Background: an optimization exercise with open tools, aiming at small area. Do not read the settings as production practice.
Function was checked by simulation only, so behaviour that the tests miss may differ from the original.
No activity file was given, so power comes from the tool's default toggle rates.

==> inputs of build 30 <==
Design cpu32_core, start of the top module:
module cpu32_core (
    input  wire        clk,
    input  wire        rst,
    output wire        mem_valid,
    output wire        mem_we,
    output wire [9:0]  mem_addr,
    output wire [31:0] mem_wdata,
    input  wire        mem_ready,
    input  wire [31:0] mem_rdata,
    output wire        io_valid,
    output wire [1:0]  io_op,
    output wire [31:0] io_wdata,
    input  wire        io_ready,
    input  wire [1:0]  io_rkind,
    input  wire [31:0] io_rdata,
    output wire        retire,
    output wire [2:0]  status,
    output wire [31:0] reg_a,
    output wire [31:0] reg_b,
    output wire [31:0] reg_c,
    output wire [31:0] reg_d,
    output wire [31:0] ip,
    output wire [6:0]  stk_size
);
clock: 10.0 ns
lec_check: 0
cap_margin: 20
core_margin: 2
core_utilization: 40
slew_margin: 20
standard.sh (not shown) runs the stock make flow with config.mk's settings and CLKGATE_MAP_FILE= SYNTH_SCRIPT=/design/flow/synth_recipe.tcl, a recipe that flattens the netlist after the stock synthesis.
==> flow/flow/run.sh <==
#!/bin/bash
# The standard layout (standard.sh, unchanged synthesis and steps), with
# - the port buffers made of the smallest buffer (buf_1) instead of clkdlybuf4s50_1
# - clock tree synthesis without dummy loads, from clkbuf_8 cells
set -o pipefail
export BUFFER_PORTS_ARGS="-buffer_cell sky130_fd_sc_hd__buf_1"
export CTS_ARGS="-sink_clustering_enable -repair_clock_nets -dont_use_dummy_load -buf_list sky130_fd_sc_hd__clkbuf_8"
bash standard.sh > standard.log 2>&1
==> trial 31 (differences from build 30) <==
--- a/flow/design.v
+++ b/flow/design.v
@@ -45,24 +45,24 @@
     localparam [4:0] S_EXEC  = 5'd7;    
     localparam [4:0] S_MUL   = 5'd8;    
     localparam [4:0] S_DIVN  = 5'd9;    
     localparam [4:0] S_DIV   = 5'd10;   
     localparam [4:0] S_DIVF  = 5'd11;   
     localparam [4:0] S_SW2   = 5'd12;   
-    localparam [4:0] S_SW3   = 5'd13;   
+    localparam [4:0] S_SWR   = 5'd13;   
     localparam [4:0] S_FRAME = 5'd14;   
     localparam [4:0] S_MEMRD = 5'd15;   
     localparam [4:0] S_MEMDT = 5'd16;   
     localparam [4:0] S_MEMWR = 5'd17;   
     localparam [4:0] S_IO    = 5'd18;   
     localparam [4:0] S_EOI   = 5'd19;   
     localparam [4:0] S_FIN   = 5'd20;   
     localparam [4:0] S_DONE  = 5'd21;   
     localparam [4:0] S_STOP  = 5'd22;   
-    localparam [4:0] S_DIVT  = 5'd23;   
     localparam [4:0] S_DIVQ  = 5'd24;   
+    localparam [4:0] S_DEC2  = 5'd23;   
     reg [31:0] ra, rb, rc, rd;
     reg [31:0] t;
     reg [9:0]  ipl;
     reg [2:0]  st;
     reg [6:0]  size;
     reg [4:0]  state;
@@ -81,34 +81,34 @@
     wire op_w1 = (opc == OP_NOP) || (opc == OP_HALT);
     wire op_w3 = (opc == OP_MOVR) || (opc == OP_LOAD) || (opc == OP_STORE) || (opc == OP_SWAP);
     wire [1:0] width = op_w1 ? 2'd1 : op_w3 ? 2'd3 : 2'd2;
     wire op_input = (opc == OP_IN) || (opc == OP_GET);
     reg        ren;          
     reg  [1:0] rsel;         
-    reg        xs_a, xs_t, xs_tsh, xs_mem, xs_io, xs_ones;
+    reg        xs_a, xs_tsh, xs_mem, xs_io;
     reg        yinv, cin;
     reg  [1:0] wdst;         
     reg        we;           
     reg        we_all;       
     reg        t_we;         
     reg        x0_a;         
+    reg        x0_t;         
     reg        p_sel_t, p_sel_ip;
     reg  [1:0] q_off;
     reg        q_size, m_cin;
     reg mv, mwe, iov;
     wire [3:0] rhot = {4{ren}} & {rsel == 2'd3, rsel == 2'd2, rsel == 2'd1, rsel == 2'd0};
     wire [31:0] v1 = (ra & {32{rhot[0]}}) | (rb & {32{rhot[1]}}) |
                      (rc & {32{rhot[2]}}) | (rd & {32{rhot[3]}});
     wire v1_hi_zero = (v1[31:8] == 24'd0);
     wire v1_zero    = v1_hi_zero && (v1[7:0] == 8'd0);
     wire xs_io_hi = xs_io && (opc != OP_GET);
-    wire [31:0] xin = (ra & {32{xs_a}}) | (t & {32{xs_t}}) |
-                      ({t[30:0], x0_a & ra[31]} & {32{xs_tsh}}) |
+    wire [31:0] xin = (ra & {32{xs_a}}) |
+                      ({t[30:0], (x0_a & ra[31]) | (x0_t & t[31])} & {32{xs_tsh}}) |
                       (mem_rdata & {32{xs_mem}}) |
-                      ({io_rdata[31:8] & {24{xs_io_hi}}, io_rdata[7:0] & {8{xs_io}}}) |
-                      {32{xs_ones}};
+                      ({io_rdata[31:8] & {24{xs_io_hi}}, io_rdata[7:0] & {8{xs_io}}});
     wire [31:0] yin = v1 ^ {32{yinv}};
     wire [32:0] sum33 = {xin[31], xin} + {yin[31], yin} + {32'd0, cin};
     wire [31:0] s = sum33[31:0];
     wire [9:0]  p_in = p_sel_ip ? ipl : p_sel_t ? {4'd0, t[5:0]} : 10'd0;
     wire [9:0]  q_in = q_size ? {3'b111, ~size} : {8'd0, q_off};
     wire [10:0] madd = {1'b0, p_in} + {1'b0, q_in} + {10'd0, m_cin};
@@ -116,22 +116,23 @@
     assign mem_wdata = v1;
     assign io_wdata  = v1;
     assign io_op     = opc[1:0];
     assign mem_valid = mv;
     assign mem_we    = mwe;
     assign io_valid  = iov;
+    wire [4:0] cnt_inc = cnt + 5'd1;
     wire a_bit = ra[~cnt];
     wire opc_ok = (mem_rdata[31:5] == 27'd0) && (mem_rdata[4:0] <= 5'd18);
     wire opnd_ok = (mem_rdata[31:2] == 30'd0);
     wire ip_bad = (t[31:10] != 22'd0) || (ipl[9:6] == 4'hF);
     always @* begin
         ren = 1'b1; rsel = r1;
-        xs_a = 1'b0; xs_t = 1'b0; xs_tsh = 1'b0; xs_mem = 1'b0; xs_io = 1'b0; xs_ones = 1'b0;
+        xs_a = 1'b0; xs_tsh = 1'b0; xs_mem = 1'b0; xs_io = 1'b0;
         yinv = 1'b0; cin = 1'b0;
         wdst = r1; we = 1'b0; we_all = 1'b0; t_we = 1'b0;
-        x0_a = 1'b0;
+        x0_a = 1'b0; x0_t = 1'b0;
         p_sel_t = 1'b0; p_sel_ip = 1'b1; q_off = 2'd0; q_size = 1'b0; m_cin = 1'b0;
         mv = 1'b0; mwe = 1'b0; iov = 1'b0;
         case (state)
             S_RST: begin
                 ren = 1'b0; we_all = 1'b1; t_we = 1'b1;
             end
@@ -142,14 +143,14 @@
                 mv = 1'b1; q_off = 2'd1; rsel = 2'd2;
             end
             S_RD2: begin
                 mv = 1'b1; q_off = 2'd2;
             end
             S_OP1: begin
-                ren = 1'b0; xs_mem = 1'b1;
-                t_we = (opc == OP_LOOP) && flag;
+                ren = 1'b0; xs_mem = (opc == OP_LOOP);
+                t_we = (opc != OP_LOOP) || flag;
             end
             S_OP2: begin
                 case (opc)
                     OP_MOVR: begin
                         ren = 1'b0; xs_mem = 1'b1; we = 1'b1;
                     end
@@ -169,31 +170,28 @@
                     OP_SUB: begin
                         xs_a = 1'b1; yinv = 1'b1; cin = 1'b1; wdst = 2'd0; we = 1'b1;
                     end
                     OP_INC: begin
                         cin = 1'b1; we = 1'b1;
                     end
-                    OP_DEC: begin
-                        xs_ones = 1'b1; we = 1'b1;
-                    end
-                    OP_MUL: begin   
-                        ren = 1'b0; t_we = 1'b1;
+                    OP_DEC: begin    
+                        yinv = 1'b1; cin = 1'b1; we = 1'b1;
                     end
                     default: ;
                 endcase
             end
+            S_DEC2: begin
+                yinv = 1'b1; we = 1'b1;
+            end
             S_MUL: begin
                 ren = a_bit; xs_tsh = 1'b1; t_we = 1'b1;
                 wdst = 2'd0; we = (cnt == 5'd31);
             end
-            S_DIVT: begin
-                ren = 1'b0; cin = (r1 == 2'd0);
-                wdst = 2'd0; we = (r1 == 2'd0); t_we = 1'b1;
-            end
             S_DIVN: begin
-                rsel = 2'd0; yinv = ra[31]; cin = ra[31];
+                rsel = 2'd0; ren = (r1 != 2'd0);
+                yinv = ra[31] && (r1 != 2'd0); cin = ra[31] || (r1 == 2'd0);
                 wdst = 2'd0; we = 1'b1;
             end
             S_DIV: begin
                 xs_tsh = 1'b1; x0_a = 1'b1;
                 yinv = ~t[31] ^ v1[31]; cin = ~t[31] ^ v1[31];
                 t_we = 1'b1;
@@ -206,14 +204,15 @@
                 rsel = 2'd0; yinv = flag; cin = flag;
                 wdst = 2'd0; we = 1'b1;
             end
             S_SW2: begin
                 rsel = cnt[1:0]; we = 1'b1;
             end
-            S_SW3: begin
-                ren = 1'b0; xs_t = 1'b1; wdst = cnt[1:0]; we = 1'b1;
+            S_SWR: begin
+                ren = 1'b0; xs_tsh = 1'b1; x0_t = 1'b1; t_we = 1'b1;
+                we = (cnt == 5'd31);
             end
             S_FRAME: begin
                 p_sel_ip = 1'b0; p_sel_t = 1'b1; q_size = 1'b1; m_cin = 1'b1;
             end
             S_MEMRD: begin
                 mv = 1'b1;
@@ -333,13 +332,13 @@
                         OP_MUL: state <= S_MUL;
                         OP_DIV: begin
                             if (v1_zero) begin
                                 st    <= ST_DIV_ZERO;
                                 state <= S_FIN;
                             end else begin
-                                state <= S_DIVT;
+                                state <= S_DIVN;
                             end
                         end
                         OP_IN, OP_GET, OP_OUT: state <= S_IO;
                         OP_PUT: begin
                             if (!v1_hi_zero) begin
                                 st    <= ST_ILL_OPND;
@@ -361,29 +360,37 @@
                                 st    <= ST_BAD_STK;
                                 state <= S_FIN;
                             end else begin
                                 state <= S_MEMRD;
                             end
                         end
+                        OP_DEC:  state <= S_DEC2;
                         default: state <= S_FIN;    
                     endcase
                 end
+                S_DEC2: state <= S_FIN;
                 S_MUL: begin
-                    cnt <= cnt + 5'd1;
+                    cnt  <= cnt_inc;
                     if (cnt == 5'd31) state <= S_FIN;
                 end
-                S_DIVT: state <= (r1 == 2'd0) ? S_FIN : S_DIVN;
-                S_DIVN: state <= S_DIV;
+                S_DIVN: state <= (r1 == 2'd0) ? S_FIN : S_DIV;
                 S_DIV: state <= S_DIVQ;
                 S_DIVQ: begin
-                    cnt <= cnt + 5'd1;
+                    cnt <= cnt_inc;
                     state <= (cnt == 5'd31) ? S_DIVF : S_DIV;
                 end
                 S_DIVF: state <= S_FIN;
-                S_SW2:  state <= S_SW3;
-                S_SW3:  state <= S_FIN;
+                S_SW2: begin
+                    r1    <= cnt[1:0];
+                    cnt   <= 5'd0;
+                    state <= S_SWR;
+                end
+                S_SWR: begin
+                    cnt <= cnt_inc;
+                    if (cnt == 5'd31) state <= S_FIN;
+                end
                 S_FRAME: begin
                     if (flag || (t[31:6] != 26'd0) || madd[10]) begin
                         st    <= ST_BAD_STK;
                         state <= S_FIN;
                     end else begin
                         state <= (opc == OP_LOAD) ? S_MEMRD : S_MEMWR;
==> comparison <==
In build 30 the cell count is lower than in trial 31, by 1.3%.
Clock-buffer cell count is the same in build 30 and trial 31.
Clock power is about the same in build 30 and trial 31.
Of trial 31 and build 30, trial 31 has the higher first-iteration DRC count (gap about 1.1%, measured against build 30).
Against trial 31, the die area of build 30 is smaller by about 0.5%.
Of trial 31 and build 30, trial 31 has the higher setup slack (gap 0.23 ns).
Sequential power: trial 31 is lower than build 30 (about 2%).
In sequential cell count, trial 31 and build 30 do not differ.
Between trial 31 and build 30, the lower combinational power is in trial 31 (gap about 13%, measured against build 30).
==> figures <==
metric	build 30	trial 31
Number of detailed-routing iterations run before antenna repair	6	7
Clk pwr share	0.078	0.084
DRT iter0 DRCs	1472	1488
Multiplexer area fraction after synthesis	0.0497	0.0180
Post-layout total power	5.40 mW	4.97 mW
Core box area	33300 sq um	33400 sq um
Fin cells	2010	2037
Clock network power	0.420 mW	0.418 mW
Global-route usage over all layers	0.309	0.298
Hold path depth	1	2
Count of cells along the worst register-to-register path	25	23
Largest net degree at the start of global routing	48	46
Top layer used by detailed routing	met5	met4
Number of cells on the critical path	25	23
Area of combinational cells with multiple inputs	6750 sq um	6820 sq um
Average size of a mapped cell	10.1 sq um	9.93 sq um
Result of the run	no timing/DRC/antenna violations	no timing/DRC/antenna violations
Worst hold endpoint	size[0]	cnt[4]
Worst hold slack	0.698 ns	0.735 ns

afterwards: timing with drivers on the ports:
In the flow no input, the clock included, has a driving cell. The finished layouts below were timed again as built, in two steps.
Step 1 (the two cells are an assumption about what drives the block):
set clk [get_ports {clk}]
set_driving_cell -lib_cell sky130_fd_sc_hd__clkbuf_16 $clk
set_driving_cell -lib_cell sky130_fd_sc_hd__buf_2 [delete_from_list [all_inputs] $clk]
Step 2 moves the port delays by t, midway between the first and last clock arrival at a register: inputs arrive t later, outputs are due t later. That takes back most of the time a late clock gives input paths.
a / b / c = ideal / step 1 / step 2; a / b = the first two.
run	t (ns)	slack for setup (ns)	worst setup path at the end	slew at the worst register clock pin (ns)
build 30	0.556	1.610 / 1.610 / 1.610	register to register	0.11 / 0.11
trial 31	0.542	1.844 / 1.844 / 1.844	register to register	0.11 / 0.11
After both steps every run listed still meets setup and hold.
